This design comes from an exercise in tuning for small area, a short achievable clock period and few clock cycles per item on the open sky130 flow, not from production work.
No run shown here included a check of the RTL's function; only the layout flow was run.
Power and IR drop assume default switching activity.

File: run.sh
#!/bin/bash
# synth_recipe.tcl (not shown) runs the flow's synth.tcl, then flattens the netlist and writes it again
# the make line also repeats each setting of config.mk as NAME=value (left out here)
make -C /OpenROAD-flow-scripts/flow DESIGN_CONFIG=/design/flow/config.mk WORK_HOME=/design/flow/orfs CLKGATE_MAP_FILE= SYNTH_SCRIPT=/design/flow/synth_recipe.tcl finish
File: design.v
module fastpfor_planner (
    input  wire         clk,
    input  wire         rst,
    input  wire         in_valid,
    output wire         in_ready,
    input  wire [127:0] in_data,
    output wire         out_valid,
    input  wire         out_ready,
    output wire [5:0]   out_bw,
    output wire [7:0]   out_cex,
    output wire [5:0]   out_maxb
);
    function [5:0] bitlen;
        input [31:0] v;
        integer i;
        begin
            bitlen = 6'd0;
            for (i = 0; i < 32; i = i + 1)
                if (v[i]) bitlen = i[5:0] + 6'd1;
        end
    endfunction
    localparam S_ACC  = 2'd0;
    localparam S_FIN  = 2'd1;
    localparam S_READ = 2'd2;
    reg [1:0]  state;
    reg        first;      
    reg        clr;        
    reg        rdy;        
    reg [5:0]  abeat;      
    reg [4:0]  sb;         
    reg [4:0]  slo;        
    reg [5:0]  sm;         
    reg        slast;      
    reg        ov;
    reg [5:0]  maxb;
    reg [5:0]  bestb;
    reg [7:0]  bestc;
    assign in_ready  = rdy;
    assign out_valid = ov;
    assign out_bw    = bestb;
    assign out_cex   = bestc;
    assign out_maxb  = maxb;
    reg [23:0] bl;         
    reg        bv;         
    reg        blast;      
    wire take = in_valid && rdy && !rst;
    always @(posedge clk) begin
        bl <= take ? {bitlen(in_data[127:96]), bitlen(in_data[95:64]),
                      bitlen(in_data[63:32]),  bitlen(in_data[31:0])} : 24'd0;
        blast <= take && (abeat == 6'd63);
    end
    wire [255:0] cg;
    genvar k;
    generate
        for (k = 0; k < 32; k = k + 1) begin : g_cnt
            reg  [7:0] cnt;
            wire [2:0] inc = {2'b00, bl[5:0]   > k} + {2'b00, bl[11:6]  > k}
                           + {2'b00, bl[17:12] > k} + {2'b00, bl[23:18] > k};
            always @(posedge clk)
                cnt <= (clr ? 8'd0 : cnt) + {5'd0, inc};
            assign cg[8*k +: 8] = cnt;
        end
    endgenerate
    reg [5:0] fw;
    always @(posedge clk)
        if (bv && clr) fw <= bl[5:0];
    reg [31:0] nz;
    reg [4:0]  hi, lo;
    reg        ge2, ge3;   
    integer j;
    always @(*) begin
        hi = 5'd0;
        lo = 5'd0;
        for (j = 0; j < 32; j = j + 1) begin
            nz[j] = |cg[8*j +: 8];
            if (nz[j]) hi = j[4:0];
        end
        for (j = 31; j >= 0; j = j - 1)
            if (nz[j]) lo = j[4:0];
        ge2 = 1'b0;
        ge3 = 1'b0;
        for (j = 0; j < 31; j = j + 1)
            ge2 = ge2 | (nz[j] & nz[j+1]);
        for (j = 0; j < 30; j = j + 1)
            ge3 = ge3 | (nz[j] & nz[j+1] & nz[j+2]);
    end
    wire any   = |nz;
    wire rfree = !ov || out_ready;
    wire start = (state == S_FIN) && rfree;
    wire rdlast = (state == S_READ) && slast;
    wire [4:0] rem = sb - slo;
    reg        rv, rl;
    reg [7:0]  rc;
    reg [5:0]  rm;
    reg [4:0]  rb;
    reg        mv, ml;
    reg [7:0]  mc;
    reg [4:0]  mb;
    reg [13:0] mp;
    reg [13:0] rr;
    wire       lt = mp < rr;
    always @(posedge clk) begin
        rc <= cg[8*sb +: 8];
        rm <= sm;
        rb <= sb;
        mp <= rc * rm;
        mc <= rc;
        mb <= rb;
        if (state == S_READ) begin
            sb    <= sb - 5'd1;
            sm    <= (sm == 6'd8) ? 6'd10 : sm + 6'd1;
            slast <= (rem == 5'd1);
        end else begin
            sb    <= hi;
            slo   <= lo;
            sm    <= 6'd8;
            slast <= !ge2;
        end
        if (start) begin
            maxb  <= any ? {1'b0, hi} + 6'd1 : fw;
            bestb <= any ? {1'b0, hi} + 6'd1 : fw;
            bestc <= 8'd0;
            rr    <= 14'd256;
        end else if (mv) begin
            rr <= (lt ? mp : rr) + 14'd256;
            if (lt) begin
                bestb <= {1'b0, mb};
                bestc <= mc;
            end
        end
    end
    reg [1:0] state_n;
    reg       first_n;
    reg       slast_n;
    always @(*) begin
        state_n = state;
        case (state)
            S_ACC:   if (blast) state_n = S_FIN;
            S_FIN:   if (rfree) state_n = any ? S_READ : S_ACC;
            S_READ:  if (slast) state_n = S_ACC;
            default: state_n = S_ACC;
        endcase
        first_n = first;
        if (bv)
            first_n = 1'b0;
        else if ((start && !any) || rdlast)
            first_n = 1'b1;
        slast_n = (state == S_READ) ? (rem == 5'd1) : !ge2;
    end
    always @(posedge clk) begin
        if (rst) begin
            state <= S_ACC;
            first <= 1'b1;
            clr   <= 1'b1;
            rdy   <= 1'b1;
            abeat <= 6'd0;
            bv    <= 1'b0;
            ov    <= 1'b0;
            rv    <= 1'b0;
            rl    <= 1'b0;
            mv    <= 1'b0;
            ml    <= 1'b0;
        end else begin
            state <= state_n;
            first <= first_n;
            clr   <= (state_n == S_READ && slast_n) || (state_n == S_ACC && first_n);
            if (take) abeat <= abeat + 6'd1;
            bv    <= take;
            case (state)
                S_ACC:   rdy <= !(take && abeat == 6'd63) && !blast;
                S_FIN:   rdy <= start && !ge3;
                default: rdy <= (rem <= 5'd2);
            endcase
            rv <= (state == S_READ);
            rl <= rdlast;
            mv <= rv;
            ml <= rv && rl;
            if (start)
                ov <= !any;
            else if (mv && ml)
                ov <= 1'b1;
            else if (out_ready)
                ov <= 1'b0;
        end
    end
endmodule
File: constraint.sdc
create_clock -name core_clock -period 12.0 [get_ports {clk}]
set_input_delay 2.4000 -clock core_clock [delete_from_list [all_inputs] [get_ports {clk}]]
set_output_delay 2.4000 -clock core_clock [all_outputs]
set_load 0.01 [all_outputs]
File: config.mk
export PLATFORM = sky130hd
export DESIGN_NAME = fastpfor_planner
export DESIGN_NICKNAME = fastpfor_planner
export VERILOG_FILES = /design/flow/design.v
export SDC_FILE = /design/flow/constraint.sdc
export NUM_CORES = 4
export LEC_CHECK = 0
export ABC_AREA = 1
export CAP_MARGIN = 20
export CORE_MARGIN = 2
export CORE_UTILIZATION = 40
export SLEW_MARGIN = 20
==> metrics.md, run 1 <==
| Metric | Value |
|---|---|
| Number of synthesized flops with an enable pin | 23 |
| Root buffer cell | clkbuf_16 |
| Setup Buffers After CTS | 0 |
| Global-route wire length before repair | 114100 um |
| Drt drc | 0 |
| Number of fill cells | 6257 |
| CP endpoint kind | flip-flop |
| Critical path data required time | 12.46 ns |
| Grt total ovfl | 0 |
| Final nets | 3856 |
| CTS sink cnt | 401 |
| Tightest Pin Transition | 1.190 ns |
| Post-Syn Nets | 3748 |
| CP Max Fanout | 10 |
| Synth area leader | dfxtp_1 |
| Port bufs | 153 |
| Commonest non-fill, non-tap cell in the layout | inv_1 |
| Post-Synthesis Cells | 3417 |
| Initial antenna violation count | 6 |
| Final worst path period need | 4.213 ns |
| Setup_tns | 0 ns |
| PwrDens | 159.9 nW/um^2 |
| Worst Path Buf+Inv | 3 |
| Logic pwr share | 0.329 |
| Vias in the first global route | 20.80k |
| Crit path max-delay family | buffers and inverters |
| Wire per inst | 16.60 um |
| Path category of the worst min-delay check | reg2reg |
| Row count | 91 |
| Via Count | 22.09k |
| DR vias/cell | 5.076 |
| Syn Std Cell Area | 24780 um^2 |
| Flops & latches, synth | 401 |
| RSZ-0062 raised after global routing | false |
| # IOs | 154 |
| Sequential cell area | 8267 um^2 |
| Sequential power share | 0.357 |
| Seq/Total Area, Yosys | 0.3333 |
| CTS tree | yes |
| # placed instances | 4268 |
| ANT nets after route | 0 |
| Final slew viol count | 0 |
| Sw frac | 0.3798 |
| Slowest cell on crit path | clkdlybuf4s50_1 |
| Part of the power in the clock network | 0.314 |
| Commonest cells after routing, fill and taps aside | inv_1 (557), nor2_1 (459), nand2_1 (448) |
| P_sw | 1.733 mW |
| WP data arrival | 4.67 ns |
| Die area | 63950 um^2 |
| Total global routing track utilization | 0.2269 |
| CP Class | in2reg |
| Antenna cell count | 0 |
| Async S/R FF share, synth | 0 |
| Dominant register cell in the synthesized netlist | dfxtp_1 |
| Worst-path cell chain | clkdlybuf4s50_1 -> inv_2 -> nand3_1 -> inv_2 -> nand3_1 -> nor2_1 -> nand2_1 -> nor2_1 -> nor3_1 -> a41oi_1 -> o211ai_1 |
| TritonCTS buffer count | 45 |
| GPL Wtd Cong | 0.9657 |
| DIE WIDTH | 252.9 um |
| Final Skew | 0.03017 ns |
| Die Y | 252.9 um |
| Multi-input gate area | 13760 um^2 |
| Initial drt markers | 1641 |
| Area growth syn-to-layout | 15.19% |
| Max_cap viols | 0 |
| Share of layout cells above drive strength 1 | 0.05167 |
| Relative slew margins | 0.1965 |
| Core area | 61480 um^2 |
| Final wirelength | 72240 um |
| Top post-synthesis cells by area | dfxtp_1 (31%), fa_1 (9.9%), inv_1 (8.5%), a21oi_1 (7.2%), nor2_1 (7.0%) |
| Synth top area share | 0.3054 |
| Layout Cells excl Fill | 4351 |
| Count of cell types in the netlist | 57 |
| Syn. warnings | 1 |
| Setup crit start kind | primary input |
| Clock buffer depth | 3 |
| Final Hold Viols | 0 |
| Crit path largest cell delay | 0.59 ns |
| Drt first pass iters | 5 |
| P_int | 2.830 mW |
| Final period util | 0.3510 |
| Clock slew at reported path FFs | 0.06 ns |
| Worst skew pair latency | 0.59 ns |
| Starting Density | 0.4030 |
| Hold_buf cts | 0 |
| Detail Placement HPWL | 55500 um |
| Pre-CTS setup slack | 7.174 ns |
| Outcome | complete, no violations |
| Final setup violation count | 0 |
| H-tree levels | 2 |
| Leakage | 12.14 nW |
| Syn_area_per_cell | 7.251 um^2 |
| Maximum vdd drop | 0.09410 mV |
| PostCTS Resize Cnt | 0 |
| Max Clk Rate | 237.4 MHz |
| Pin count of the biggest net entering global routing | 88 |
| Slack of the critical path | 7.787 ns |
-- flip-flops by register name, summed over array words and instances (netlist names), 2 cells and up --
name       flops
slo            5
mb             5
rb             5
mc             8
bestb          6
rm             6
bl            24
rr            14
sm             6
mp            14
state          2
rc             8
sb             5
g_cnt.cnt    256
abeat          6
bestc          8
fw             6
maxb           6
-- power by group through the flow --
stage	Sequential [mW]	Clock, mW	Combinational [mW]
2_1_floorplan	1.59	0	0.987
3_3_place_gp	1.65	0	1.48
3_5_place_dp	1.65	0	1.48
4_1_cts	1.63	1.46	1.49
5_1_grt	1.65	1.52	1.68
6_report	1.63	1.43	1.50
-- cell type report --
class	instances	area share
clock inverter	17	0.008943
tap	790	0.03463
timing repair buffer	170	0.05813
inverter	628	0.08272
clock buffer	66	0.04397
sequential	401	0.2896
multi-input combinational	2279	0.4820
-- final timing paths --
check | from | endpoint | slack (ns) | cells after the start
setup reg to reg | rc[0] | mp[12] | 7.94 | 19
hold / removal | rb[1] | mb[1] | 0.32 | 0
hold reg to reg | rb[1] | mb[1] | 0.32 | 0
setup / recovery | rst | rdy | 7.79 | 11
-- cells in the mapped netlist, types with 6 or more instances --
master	count
a21oi_1	357
a311oi_1	7
a31oi_1	16
buf_1	14
clkbuf_1	93
clkinv_1	12
dfxtp_1	378
edfxtp_1	23
fa_1	122
ha_1	77
inv_1	558
inv_2	58
nand2_1	448
nand3_1	122
nand4_1	20
nor2_1	459
nor3_1	68
nor4_1	54
o211ai_1	6
o21ai_0	209
o21ai_1	42
o21bai_1	14
o22ai_1	14
o311ai_0	6
o31ai_1	12
or2_2	21
xnor2_1	42
xor2_1	111
-- routing by layer --
layer  up-vias  global-route usage  share of wire
met2       589              0.3717           0.45
li1      11154                   -              -
met1     10225              0.3107           0.46
met5         -                   0              0
met3       117             0.02981          0.060
met4         0             0.06965          0.030
-- cells by family after synthesis --
group | after synthesis | share of synthesized area
AND/OR/NAND/NOR | 1212 | 0.2078
adder cells (fa/ha/maj) | 199 | 0.1375
AO/OA/AOI/OAI | 715 | 0.1556
flip-flops | 401 | 0.3333
buffers and inverters | 737 | 0.1118
XOR/XNOR | 153 | 0.05408
-- metrics by stage --
| step | hold slack [ns] | utilization | area, um^2 | power [mW] |
|---|---|---|---|---|
| after global routing | 0.3329 | 0.4642 | 28540 | 4.849 |
| after CTS | 0.3251 | 0.4641 | 28540 | 4.583 |
| after global placement | 0.3101 | 0.4396 | 27030 | 3.132 |
| final | 0.3245 | 0.4642 | 28540 | 4.564 |
| after floorplan | 0.3096 | - | 24780 | 2.580 |
| after detailed placement | 0.3121 | 0.4396 | 27030 | 3.136 |
==> run 2: changes to the inputs <==
--- a/config.mk
+++ b/config.mk
@@ -7,3 +7,2 @@
 export LEC_CHECK = 0
-export ABC_AREA = 1
 export CAP_MARGIN = 20
==> metrics.md, run 2 <==
| Metric | Value |
|---|---|
| Vias in the first global route | 19.73k |
| # IOs | 154 |
| Final wirelength | 68420 um |
| Global-route wire length before repair | 109500 um |
| Flops & latches, synth | 401 |
| Synth top area share | 0.3093 |
| Initial antenna violation count | 4 |
| Die area | 63150 um^2 |
| Die Y | 251.3 um |
| Setup Buffers After CTS | 0 |
| H-tree levels | 2 |
| Tightest Pin Transition | 1.157 ns |
| Clock slew at reported path FFs | 0.06 ns |
| Dominant register cell in the synthesized netlist | dfxtp_1 |
| Synth area leader | dfxtp_1 |
| Starting Density | 0.4053 |
| GPL Wtd Cong | 0.9325 |
| Setup crit start kind | flip-flop |
| Post-Syn Nets | 3016 |
| DIE WIDTH | 251.3 um |
| PwrDens | 143.8 nW/um^2 |
| Syn Std Cell Area | 24460 um^2 |
| Final Skew | 0.02591 ns |
| CTS tree | yes |
| Final period util | 0.3528 |
| Max_cap viols | 0 |
| Commonest non-fill, non-tap cell in the layout | dfxtp_1 |
| Wire per inst | 18.94 um |
| Crit path largest cell delay | 1.00 ns |
| Max Clk Rate | 236.2 MHz |
| Area growth syn-to-layout | 15.37% |
| Core area | 60360 um^2 |
| Row count | 90 |
| Path category of the worst min-delay check | reg2reg |
| Clock buffer depth | 3 |
| Outcome | complete, no violations |
| CP endpoint kind | flip-flop |
| Detail Placement HPWL | 52850 um |
| Maximum vdd drop | 0.08036 mV |
| Async S/R FF share, synth | 0 |
| Worst skew pair latency | 0.60 ns |
| WP data arrival | 4.58 ns |
| Initial drt markers | 1600 |
| Synth cell count leaders | dfxtp_1 (378), nor2_1 (297), inv_1 (233) |
| Placement-stage cell area | 26670 um^2 |
| Final setup violation count | 0 |
| Final slew viol count | 0 |
| RSZ-0062 raised after global routing | false |
| Design area | 28220 um^2 |
| Worst Path Buf+Inv | 0 |
| Final Hold Viols | 0 |
| Post-Synthesis Cells | 2685 |
| CP Max Fanout | 3 |
| Crit path max-delay family | simple AND/OR/NAND/NOR gates |
| Via Count | 19.64k |
| Syn_area_per_cell | 9.111 um^2 |
| Worst-path cell chain | or4_1 -> nor4_1 -> a2111oi_0 -> o311ai_0 -> a31oi_1 -> a21oi_1 -> ha_1 -> xnor2_1 -> o21ai_1 -> mux2_2 |
| Slowest cell on crit path | nor4_1 |
| PostCTS Resize Cnt | 0 |
| TritonCTS buffer count | 45 |
| CP Class | reg2reg |
| Port bufs | 153 |
| Critical path data required time | 12.35 ns |
| Final worst path period need | 4.233 ns |
| Final nets | 3128 |
| Setup_tns | 0 ns |
| ANT nets after route | 0 |
| Syn. warnings | 1 |
| Number of synthesized flops with an enable pin | 23 |
| Hold_buf cts | 0 |
| Pin count of the biggest net entering global routing | 92 |
| CTS sink cnt | 401 |
| Commonest cells after routing, fill and taps aside | dfxtp_1 (375), nor2_1 (296), inv_1 (233) |
| DR vias/cell | 5.437 |
| Share of layout cells above drive strength 1 | 0.07948 |
| Drt drc | 0 |
| Root buffer cell | clkbuf_16 |
| Grt total ovfl | 0 |
| Seq/Total Area, Yosys | 0.3376 |
| Reg with most FFs | g_cnt.cnt |
| Top flop regs | g_cnt.cnt (256), bl (24) |
| Most common cell in the netlist | dfxtp_1 |
| Antenna cell count | 0 |
| Drt first pass iters | 9 |
| Total global routing track utilization | 0.2195 |
| Top post-synthesis cells by area | dfxtp_1 (31%), fa_1 (10%), mux4_2 (7.2%), nor2_1 (4.6%), xor2_1 (4.1%) |
| Leakage | 11.24 nW |
| Count of cell types in the netlist | 76 |
| Number of flip-flops in the largest register | 256 |
| Relative slew margins | 0.2218 |
[run 2: worst paths after layout]
kind | start | end | slack (ns) | cells past startpoint
setup / recovery | g_cnt[5].cnt[1] | bestb[2] | 7.77 | 10
setup reg to reg | g_cnt[5].cnt[1] | bestb[2] | 7.77 | 10
hold / removal | rb[1] | mb[1] | 0.32 | 0
hold reg to reg | rb[1] | mb[1] | 0.32 | 0
[run 2: logic make-up (layout without fill, tap and decap cells)]
logic type,count (synthesis),in the layout,share of synthesized area
AOI/OAI and AO/OA,410,410,0.1010
xor gates and xnor gates,202,202,0.07232
adders and majority gates,199,199,0.1392
buffers and inverters,331,477,0.05120
DFF,401,401,0.3376
muxes,106,106,0.08542
and+or+nand+nor,1036,1036,0.2132
[run 2: area by class of cell]
cell class / count / area [um^2]
Inverter: 234 / 878.3
Fill cell: 5673 / 32140
Clock inverter: 19 / 234.0
Tap cell: 782 / 978.4
Multi-Input combinational cell: 1953 / 14950
Clock buffer: 62 / 1311
Timing Repair Buffer: 162 / 1597
Sequential cell: 401 / 8269
[run 2: layer usage]
metal / vias up / part of all wire / track usage
li1: 9385 / - / -
met1: 9595 / 0.44 / 0.2927
met2: 553 / 0.47 / 0.3614
met3: 109 / 0.055 / 0.03324
met4: 2 / 0.033 / 0.08044
met5: - / 0.00019 / 0
[run 2: worst register-to-register path, delay by kind of cell, from the launching register on]
family	cells	cell delay [ns]
multiplexers	1	0.28
XOR/XNOR	1	0.14
AND/OR/NAND/NOR	2	1.58
AO/OA/AOI/OAI	5	1.38
adder cells (fa/ha/maj)	1	0.28
flip-flops	1	0.34
[run 2: power breakdown]
group	internal, mW	switching (mW)
Sequential	1.46	0.141
Clock	0.855	0.585
Combinational	0.432	0.581
Total	2.75	1.31
[run 2: stage by stage]
| stage | hold slack, ns | power [mW] | std cells | setup slack (ns) | utilization |
|---|---|---|---|---|---|
| 3_5_place_dp | 0.3136 | 2.631 | 3531 | 7.342 | 0.4419 |
| 3_3_place_gp | 0.3107 | 2.609 | 3531 | 7.335 | 0.4419 |
| 2_1_floorplan | 0.3096 | 2.271 | 2685 | 8.142 | - |
| 6_report | 0.3227 | 4.058 | 3613 | 7.767 | 0.4676 |
| 5_1_grt | 0.3291 | 4.255 | 3613 | 7.623 | 0.4676 |
| 4_1_cts | 0.3269 | 4.084 | 3612 | 7.879 | 0.4675 |
==> run 3: changes to the inputs <==
--- a/config.mk
+++ b/config.mk
@@ -7,2 +7,3 @@
 export LEC_CHECK = 0
+export ABC_CLOCK_PERIOD_IN_PS = 3000
 export CAP_MARGIN = 20
==> metrics.md, run 3 <==
| Metric | Value |
|---|---|
| Antenna cell count | 0 |
| Final period util | 0.3528 |
| Synth cell count leaders | dfxtp_1 (378), nor2_1 (297), inv_1 (233) |
| TritonCTS buffer count | 45 |
| Global-route wire length before repair | 109500 um |
| Detail Placement HPWL | 52850 um |
| Top post-synthesis cells by area | dfxtp_1 (31%), fa_1 (10%), mux4_2 (7.2%), nor2_1 (4.6%), xor2_1 (4.1%) |
| Drt first pass iters | 9 |
| GPL Wtd Cong | 0.9325 |
| Hold_buf cts | 0 |
| Commonest cells after routing, fill and taps aside | dfxtp_1 (375), nor2_1 (296), inv_1 (233) |
| Relative slew margins | 0.2218 |
| DIE WIDTH | 251.3 um |
| Total power draw | 4.058 mW |
| Final Hold Viols | 0 |
| Root buffer cell | clkbuf_16 |
| Starting Density | 0.4053 |
| Final Skew | 0.02591 ns |
| Post-Syn Nets | 3016 |
| WP data arrival | 4.58 ns |
| Port bufs | 153 |
| Outcome | complete, no violations |
| Final slew viol count | 0 |
| Commonest non-fill, non-tap cell in the layout | dfxtp_1 |
| Leakage | 11.24 nW |
| Initial antenna violation count | 4 |
| Clock slew at reported path FFs | 0.06 ns |
| Setup Buffers After CTS | 0 |
| Reg with most FFs | g_cnt.cnt |
| Setup crit start kind | flip-flop |
| Grt total ovfl | 0 |
| Seq/Total Area, Yosys | 0.3376 |
| Tightest Pin Transition | 1.157 ns |
| Critical path data required time | 12.35 ns |
| Final wirelength | 68420 um |
| Synth area leader | dfxtp_1 |
| Vias in the first global route | 19.73k |
| Total global routing track utilization | 0.2195 |
| Synth top area share | 0.3093 |
| Number of synthesized flops with an enable pin | 23 |
| Path category of the worst min-delay check | reg2reg |
| Pre-CTS setup slack | 7.342 ns |
| Worst skew pair latency | 0.60 ns |
| # placed instances | 3531 |
| ANT nets after route | 0 |
| Pin count of the biggest net entering global routing | 92 |
| Layout Cells excl Fill | 3613 |
| Wire per inst | 18.94 um |
| Final setup violation count | 0 |
| Via Count | 19.64k |
| Syn Std Cell Area | 24460 um^2 |
| Slack of the critical path | 7.767 ns |
| Number of flip-flops in the largest register | 256 |
| Count of cell types in the netlist | 76 |
| Initial drt markers | 1600 |
| Setup_tns | 0 ns |
| CP Max Fanout | 3 |
| Max_cap viols | 0 |
| Maximum vdd drop | 0.08036 mV |
| Max Clk Rate | 236.2 MHz |
| RSZ-0062 raised after global routing | false |
| Drt drc | 0 |
| CP endpoint kind | flip-flop |
| Clock buffer depth | 3 |
| Most common cell in the netlist | dfxtp_1 |
| PwrDens | 143.8 nW/um^2 |
| Top flop regs | g_cnt.cnt (256), bl (24) |
| CTS tree | yes |
| CTS sink cnt | 401 |
| Die Y | 251.3 um |
| H-tree levels | 2 |
| Final worst path period need | 4.233 ns |
| Die area | 63150 um^2 |
| Share of layout cells above drive strength 1 | 0.07948 |
| DR vias/cell | 5.437 |
| Syn. warnings | 1 |
| Post-Synthesis Cells | 2685 |
| Flops & latches, synth | 401 |
| Async S/R FF share, synth | 0 |
| Number of fill cells | 5673 |
| CP Class | reg2reg |
| PostCTS Resize Cnt | 0 |
| # IOs | 154 |
| Dominant register cell in the synthesized netlist | dfxtp_1 |
| Core area | 60360 um^2 |
| Syn_area_per_cell | 9.111 um^2 |
| Row count | 90 |
| Area growth syn-to-layout | 15.37% |
| Final nets | 3128 |
## run 3: cell counts in the layout (fill, tap and decap cells not counted)
No cell type changed its count.
## run 3: cell type report
type | instances | area [um^2] | area share
multi-input cells | 1953 | 14950 | 0.5299
flip-flops and latches | 401 | 8269 | 0.2930
repair buffers | 162 | 1597 | 0.05657
clock buffers | 62 | 1311 | 0.04646
well taps | 782 | 978.4 | 0.03467
inverters | 234 | 878.3 | 0.03112
clock inverters | 19 | 234.0 | 0.008290
## run 3: critical path: stages, from the launching register on
cell and delay (ns):
dfxtp_1 0.34, or4_1 0.58, nor4_1 1.00, a2111oi_0 0.26, o311ai_0 0.53, a31oi_1 0.16, a21oi_1 0.34, ha_1 0.28
xnor2_1 0.14, o21ai_1 0.09, mux2_2 0.28
## run 3: metal layers
metal,wire length [um],global-route usage,vias to the layer above
met5,13,0,-
met2,32190,0.3614,553
met3,3762,0.03324,109
li1,-,-,9385
met4,2254,0.08044,2
met1,30200,0.2927,9595
## run 3: where the power goes
part / switching (mW) / leakage (nW) / internal [mW]
logic: 0.581 / 7.17 / 0.432
registers: 0.141 / 3.31 / 1.46
clock network: 0.585 / 0.765 / 0.855
total: 1.31 / 11.2 / 2.75
## run 3: worst paths after layout
path,startpoint,depth (start not counted),to,slack (ns)
worst max-delay path,g_cnt[5].cnt[1],10,bestb[2],7.77
worst min register to register,rb[1],0,mb[1],0.32
worst max register to register,g_cnt[5].cnt[1],10,bestb[2],7.77
worst min-delay path,rb[1],0,mb[1],0.32
## run 3: cell families (layout without fill, tap and decap cells)
family | after synthesis | in the layout | share of synthesized area
XOR/XNOR | 202 | 202 | 0.07232
multiplexers | 106 | 106 | 0.08542
adder cells (fa/ha/maj) | 199 | 199 | 0.1392
AND/OR/NAND/NOR | 1036 | 1036 | 0.2132
flip-flops | 401 | 401 | 0.3376
buffers and inverters | 331 | 477 | 0.05120
AO/OA/AOI/OAI | 410 | 410 | 0.1010
## run 3: through the flow
stage                     utilization  instance area [um^2]  hold WS, ns
after floorplan                     -                 24460       0.3096
after global placement         0.4419                 26670       0.3107
after detailed placement       0.4419                 26670       0.3136
after CTS                      0.4675                 28210       0.3269
after global routing           0.4676                 28220       0.3291
final                          0.4676                 28220       0.3227

==> port drivers added, routing unchanged <==
The flow's constraints put no driver on any port. The routed layouts listed below were extracted and timed again, unchanged, in two steps.
Step 1, drivers: a clkbuf_16 drives clk and a buf_2 each remaining input, both assumed.
Step 2 times the ports against the registers' clock, not the clock port: input delays grow and output delays shrink by t, the midpoint of the rising clock arrivals with the driver on.
Slacks: ideal / step 1 / step 2; pairs: ideal / step 1.
run | shift t [ns] | setup slack, ns | worst setup path after step 2 | cell pins on the clock port's net
run 1 | 0.638 | 7.787 / 7.816 / 7.178 | input to register | 1
run 2 | 0.645 | 7.767 / 7.767 / 7.323 | input to register | 1
run 3 | 0.645 | 7.767 / 7.767 / 7.323 | input to register | 1
After both steps setup and hold are still met in every run listed. For run 1, which loses most, drivers alone change the setup slack by +0.029 ns; drivers and shift together by -0.609 ns.
